Background: an optimization exercise with open tools, aiming at a short achievable clock period and few clock cycles. Do not read the settings as production practice.
Where RTL was checked, it was by simulation tests only, not by an equivalence proof against the original.
The flow treats the clock pin as an ideal source. Dropping or thinning the clock tree relies on that and would not hold on a real chip.

rev 12:
// ssq_symdec
module ssq_symdec (
    input  wire        clk,
    input  wire        rst,
    input  wire        in_valid,
    output wire        in_ready,
    input  wire [7:0]  in_data,
    input  wire        in_last,
    output reg         out_valid,
    input  wire        out_ready,
    output reg  [7:0]  out_data,
    output reg         out_last,
    output reg  [1:0]  out_err,
    output reg  [15:0] out_err_pos,
    output reg  [7:0]  out_err_val,
    output reg  [2:0]  out_pad
);
    localparam ERR_NONE = 2'd0;
    localparam ERR_SDEC = 2'd1;
    localparam ERR_CDEC = 2'd2;
    localparam EV_NONE  = 2'd0;
    localparam EV_SDEC  = 2'd1;   
    localparam EV_CEND  = 2'd2;   
    localparam EV_CNEXT = 2'd3;   
    localparam DEPTH  = 12;       
    localparam RDEPTH = 4;        
    localparam RS     = DEPTH + 1;
    localparam RQS    = RDEPTH + 1;
    localparam IW    = 13;        
    localparam RW    = 26;        
    reg        in_ready_r;  
    reg        ir_n;        
    reg        c_v;
    reg [7:0]  c_data;
    reg        c_last;
    assign in_ready = in_ready_r;
    always @(posedge clk) begin
        c_v    <= in_valid && !ir_n && !rst;
        c_data <= in_data;
        c_last <= in_last;
    end
    wire [5:0] cls;         
    assign cls[0] = (c_data == 8'h2A);
    assign cls[1] = (c_data == 8'h25);
    assign cls[2] = (c_data == 8'h24);
    assign cls[3] = (c_data == 8'h23);
    assign cls[4] = (c_data == 8'h21);
    assign cls[5] = (c_data == 8'h26);
    reg [44:0] wn;
    reg [4:0]  pf_full;     
    reg [4:0]  pf_bad;      
    reg [4:0]  pf_bad2;     
    reg [24:0] pf_nph;      
    function automatic [83:0] pre;
        input [4:0] bits;
        input integer len;
        integer pp;
        reg [8:0] w;
        reg f, b1, b2;
        reg [4:0] n;
        reg [44:0] wv;
        reg [4:0] fv_, b1v, b2v;
        reg [24:0] nv;
        begin
            wv = 45'd0; fv_ = 5'd0; b1v = 5'd0; b2v = 5'd0; nv = 25'd0;
            for (pp = 0; pp < 5; pp = pp + 1) begin
                w  = {bits, 4'b0000} >> pp;
                f  = (pp + len >= 5);
                b1 = f && !w[4];
                b2 = f && w[4] && (pp + len >= 6) && !w[3];
  ...
For scale: ~870 flip-flops, about 53 I/O pins, roughly 30000 sq um of cells after synthesis.
Settings: LEC_CHECK=0, CAP_MARGIN=20, CORE_MARGIN=2, CORE_UTILIZATION=55, SETUP_SLACK_MARGIN=3.4, SLEW_MARGIN=20; clock period 5.0 ns.
standard.sh (not shown) runs the stock make flow with config.mk's settings and CLKGATE_MAP_FILE= SYNTH_SCRIPT=/design/flow/synth_recipe.tcl, a recipe that flattens the netlist after the stock synthesis.
==> flow/flow/run.sh <==
#!/bin/bash
# Standard layout, except that:
#  - the port buffers are buf_4 (the resizer sizes them later), and
#  - the clock tree is built by flow/tree.tcl (a two-level tree of clkbuf_16)
#    in place of clock_tree_synthesis.
# Each step's output goes to a log file of its own in this folder.
set -euo pipefail
here=$(pwd)
ports="BUFFER_PORTS_ARGS=-buffer_cell sky130_fd_sc_hd__buf_4"

bash standard.sh synth > log_1_synth.txt 2>&1
bash standard.sh "$ports" place > log_2_place.txt 2>&1

# ORFS's scripts with cts.tcl swapped for ours, used for the CTS step only
rm -rf "$here/cts_scripts"
cp -r "$FLOW_HOME/scripts" "$here/cts_scripts"
cp "$here/flow/cts.tcl" "$here/cts_scripts/cts.tcl"
FLOW_TREE_TCL="$here/flow/tree.tcl" bash standard.sh "$ports" do-4_1_cts do-4_cts \
  SCRIPTS_DIR="$here/cts_scripts" > log_3_cts.txt 2>&1

bash standard.sh "$ports" finish > log_4_finish.txt 2>&1
Other scripts of this flow, unchanged in this note and not shown: flow/flow/cts.tcl, flow/flow/tree.tcl
Testbench counts of rev 12, summed over its fixed seeds: cycles 69,251.
> inputs changed (rev 12 -> rev 13)
--- a/flow/design.v
+++ b/flow/design.v
@@ -18,17 +18,17 @@
     localparam ERR_SDEC = 2'd1;
     localparam ERR_CDEC = 2'd2;
     localparam EV_NONE  = 2'd0;
     localparam EV_SDEC  = 2'd1;   
     localparam EV_CEND  = 2'd2;   
     localparam EV_CNEXT = 2'd3;   
     localparam DEPTH  = 12;       
     localparam RDEPTH = 4;        
-    localparam RS     = DEPTH + 1;
+    localparam RS     = DEPTH + 2;
     localparam RQS    = RDEPTH + 1;
     localparam IW    = 13;        
     localparam RW    = 26;        
     reg        in_ready_r;  
     reg        ir_n;        
     reg        c_v;
     reg [7:0]  c_data;
     reg        c_last;
@@ -300,57 +300,43 @@
             q2_rec_v <= q_rec_v;
             q3_v     <= q2_v;
             q3_rec_v <= q2_rec_v;
         end
     end
     reg [IW-1:0]    fq [0:RS-1];
     reg [RS-1:0]    f_wp;       
     reg [RS-1:0]    f_rp;       
-    reg [DEPTH:0]   f_tot;      
-    reg             pop_d;      
-    reg [IW-1:0]    h;          
-    reg             hv;
+    reg [DEPTH:0]   f_cnt;      
     wire            pop;
-    wire f_mempty = |(f_wp & f_rp);
-    wire to_h   = q3_v && f_mempty && (!hv || pop);
-    wire to_m   = q3_v && !to_h;
-    wire from_m = pop && !f_mempty;
-    reg [IW-1:0] f_out;         
+    wire hv = f_cnt[0];
+    reg [IW-1:0] h;             
     integer j;
     always @(*) begin
-        f_out = {IW{1'b0}};
+        h = {IW{1'b0}};
         for (j = 0; j < RS; j = j + 1)
-            f_out = f_out | (fq[j] & {IW{f_rp[j]}});
+            h = h | (fq[j] & {IW{f_rp[j]}});
     end
     always @(posedge clk) begin
         for (j = 0; j < RS; j = j + 1)
             if (f_wp[j])
                 fq[j] <= q3_item;
-        if (from_m)
-            h <= f_out;
-        else if (to_h)
-            h <= q3_item;
         if (rst) begin
-            f_wp   <= {{(RS-1){1'b0}}, 1'b1};
-            f_rp   <= {{(RS-1){1'b0}}, 1'b1};
-            f_tot  <= {(DEPTH+1){1'b0}};
-            pop_d  <= 1'b0;
-            hv     <= 1'b0;
+            f_wp  <= {{(RS-1){1'b0}}, 1'b1};
+            f_rp  <= {{(RS-1){1'b0}}, 1'b1};
+            f_cnt <= {(DEPTH+1){1'b0}};
         end else begin
-            if (to_m)
+            if (q3_v)
                 f_wp <= {f_wp[RS-2:0], f_wp[RS-1]};
-            if (from_m)
+            if (pop)
                 f_rp <= {f_rp[RS-2:0], f_rp[RS-1]};
-            pop_d <= pop;
-            if (q3_v && !pop_d)
-                f_tot <= {f_tot[DEPTH-1:0], 1'b1};
-            else if (pop_d && !q3_v)
-                f_tot <= {1'b0, f_tot[DEPTH:1]};
-            hv <= pop ? (!f_mempty || q3_v) : (hv || q3_v);
+            if (q3_v && !pop)
+                f_cnt <= {f_cnt[DEPTH-1:0], 1'b1};
+            else if (pop && !q3_v)
+                f_cnt <= {1'b0, f_cnt[DEPTH:1]};
         end
     end
     reg [RW-1:0]     rq [0:RQS-1];
     reg [RQS-1:0]    rq_wp;     
     reg [RQS-1:0]    rq_rp;     
     reg [RW-1:0]     r_head;    
     wire             emit_end;
     reg [RW-1:0] r_cur;
@@ -389,18 +375,18 @@
         else
             msgs <= msgs_n;
     end
     always @(posedge clk) begin
         if (rst) begin
             in_ready_r <= 1'b1;
             ir_n       <= 1'b0;
         end else begin
-            in_ready_r <= !f_tot[DEPTH + 1 - 8] && !msgs_n[RDEPTH - 2];
-            ir_n       <= f_tot[DEPTH + 1 - 8] || msgs_n[RDEPTH - 2];
+            in_ready_r <= !f_cnt[DEPTH + 1 - 8] && !msgs_n[RDEPTH - 2];
+            ir_n       <= f_cnt[DEPTH + 1 - 8] || msgs_n[RDEPTH - 2];
         end
     end
     wire [1:0]  h_n    = h[12:11];
     wire [9:0]  h_bits = h[10:1];
     wire        h_end  = h[0];
     reg [16:0] acc;         
     reg [7:0]  pr;          
     reg [2:0]  pq;          
--- outcome ---
Rev 13 vs rev 12, worst setup path endpoint: acc[12]$_SDFF_PP0_ vs h[6]$_DFFE_PP_. Post-CTS setup buffer count ends up higher on rev 13. Where area after synthesis is concerned, rev 12 is outperformed by rev 13. met3 wirelength from detailed routing, rev 13 and rev 12, higher one = rev 12. Looking at via count, rev 13 sits 186 higher than rev 12 does. Row routed wire length: rev 13 higher / rev 12 lower. In the tables for rev 13 and rev 12, unique cell type count in the Yosys netlist reads higher with rev 12. Synthesized-area fraction occupied by adder cells: rev 13 vs rev 12, no meaningful difference. Setup slack: rev 13 vs rev 12 down 0.11 ns. Going from rev 12 to rev 13, hold slack has increased; number of instances in the placed design went down 0.97%.
Function not checked in rev 13: the RTL went through the layout flow alone. In every run of this note, the design's own scripts or RTL, not TritonCTS, make the clock network.

==> static timing again, ports no longer ideal <==
The results above use ideal ports. As a check the final layouts listed here were re-extracted and re-timed, cells and wires unchanged.
Step 1, drivers: a clkbuf_16 drives clk and a buf_2 each remaining input, both assumed.
Step 2 also shifts input and output timing later by t, the mid clock arrival at the registers, as if the neighbouring blocks saw the same clock.
Three values: no drivers, after step 1, after step 2; two values: the first two.
| run | shift t [ns] | slack for setup (ns) | clock arrival spread, ns | worst slew at a driven data input, ns | cell pins on the clock port's net |
|---|---|---|---|---|---|
| rev 12 | 0.522 | 3.057 / 3.001 / 2.951 | 0.041 / 0.041 | 0.25 | 4 |
| rev 13 | 0.532 | 2.950 / 2.950 / 2.940 | 0.037 / 0.037 | 0.19 | 4 |
After both steps every run listed still meets setup and hold. The setup slack of rev 12, which loses most, moves by -0.056 ns with the drivers and by -0.106 ns with both steps.
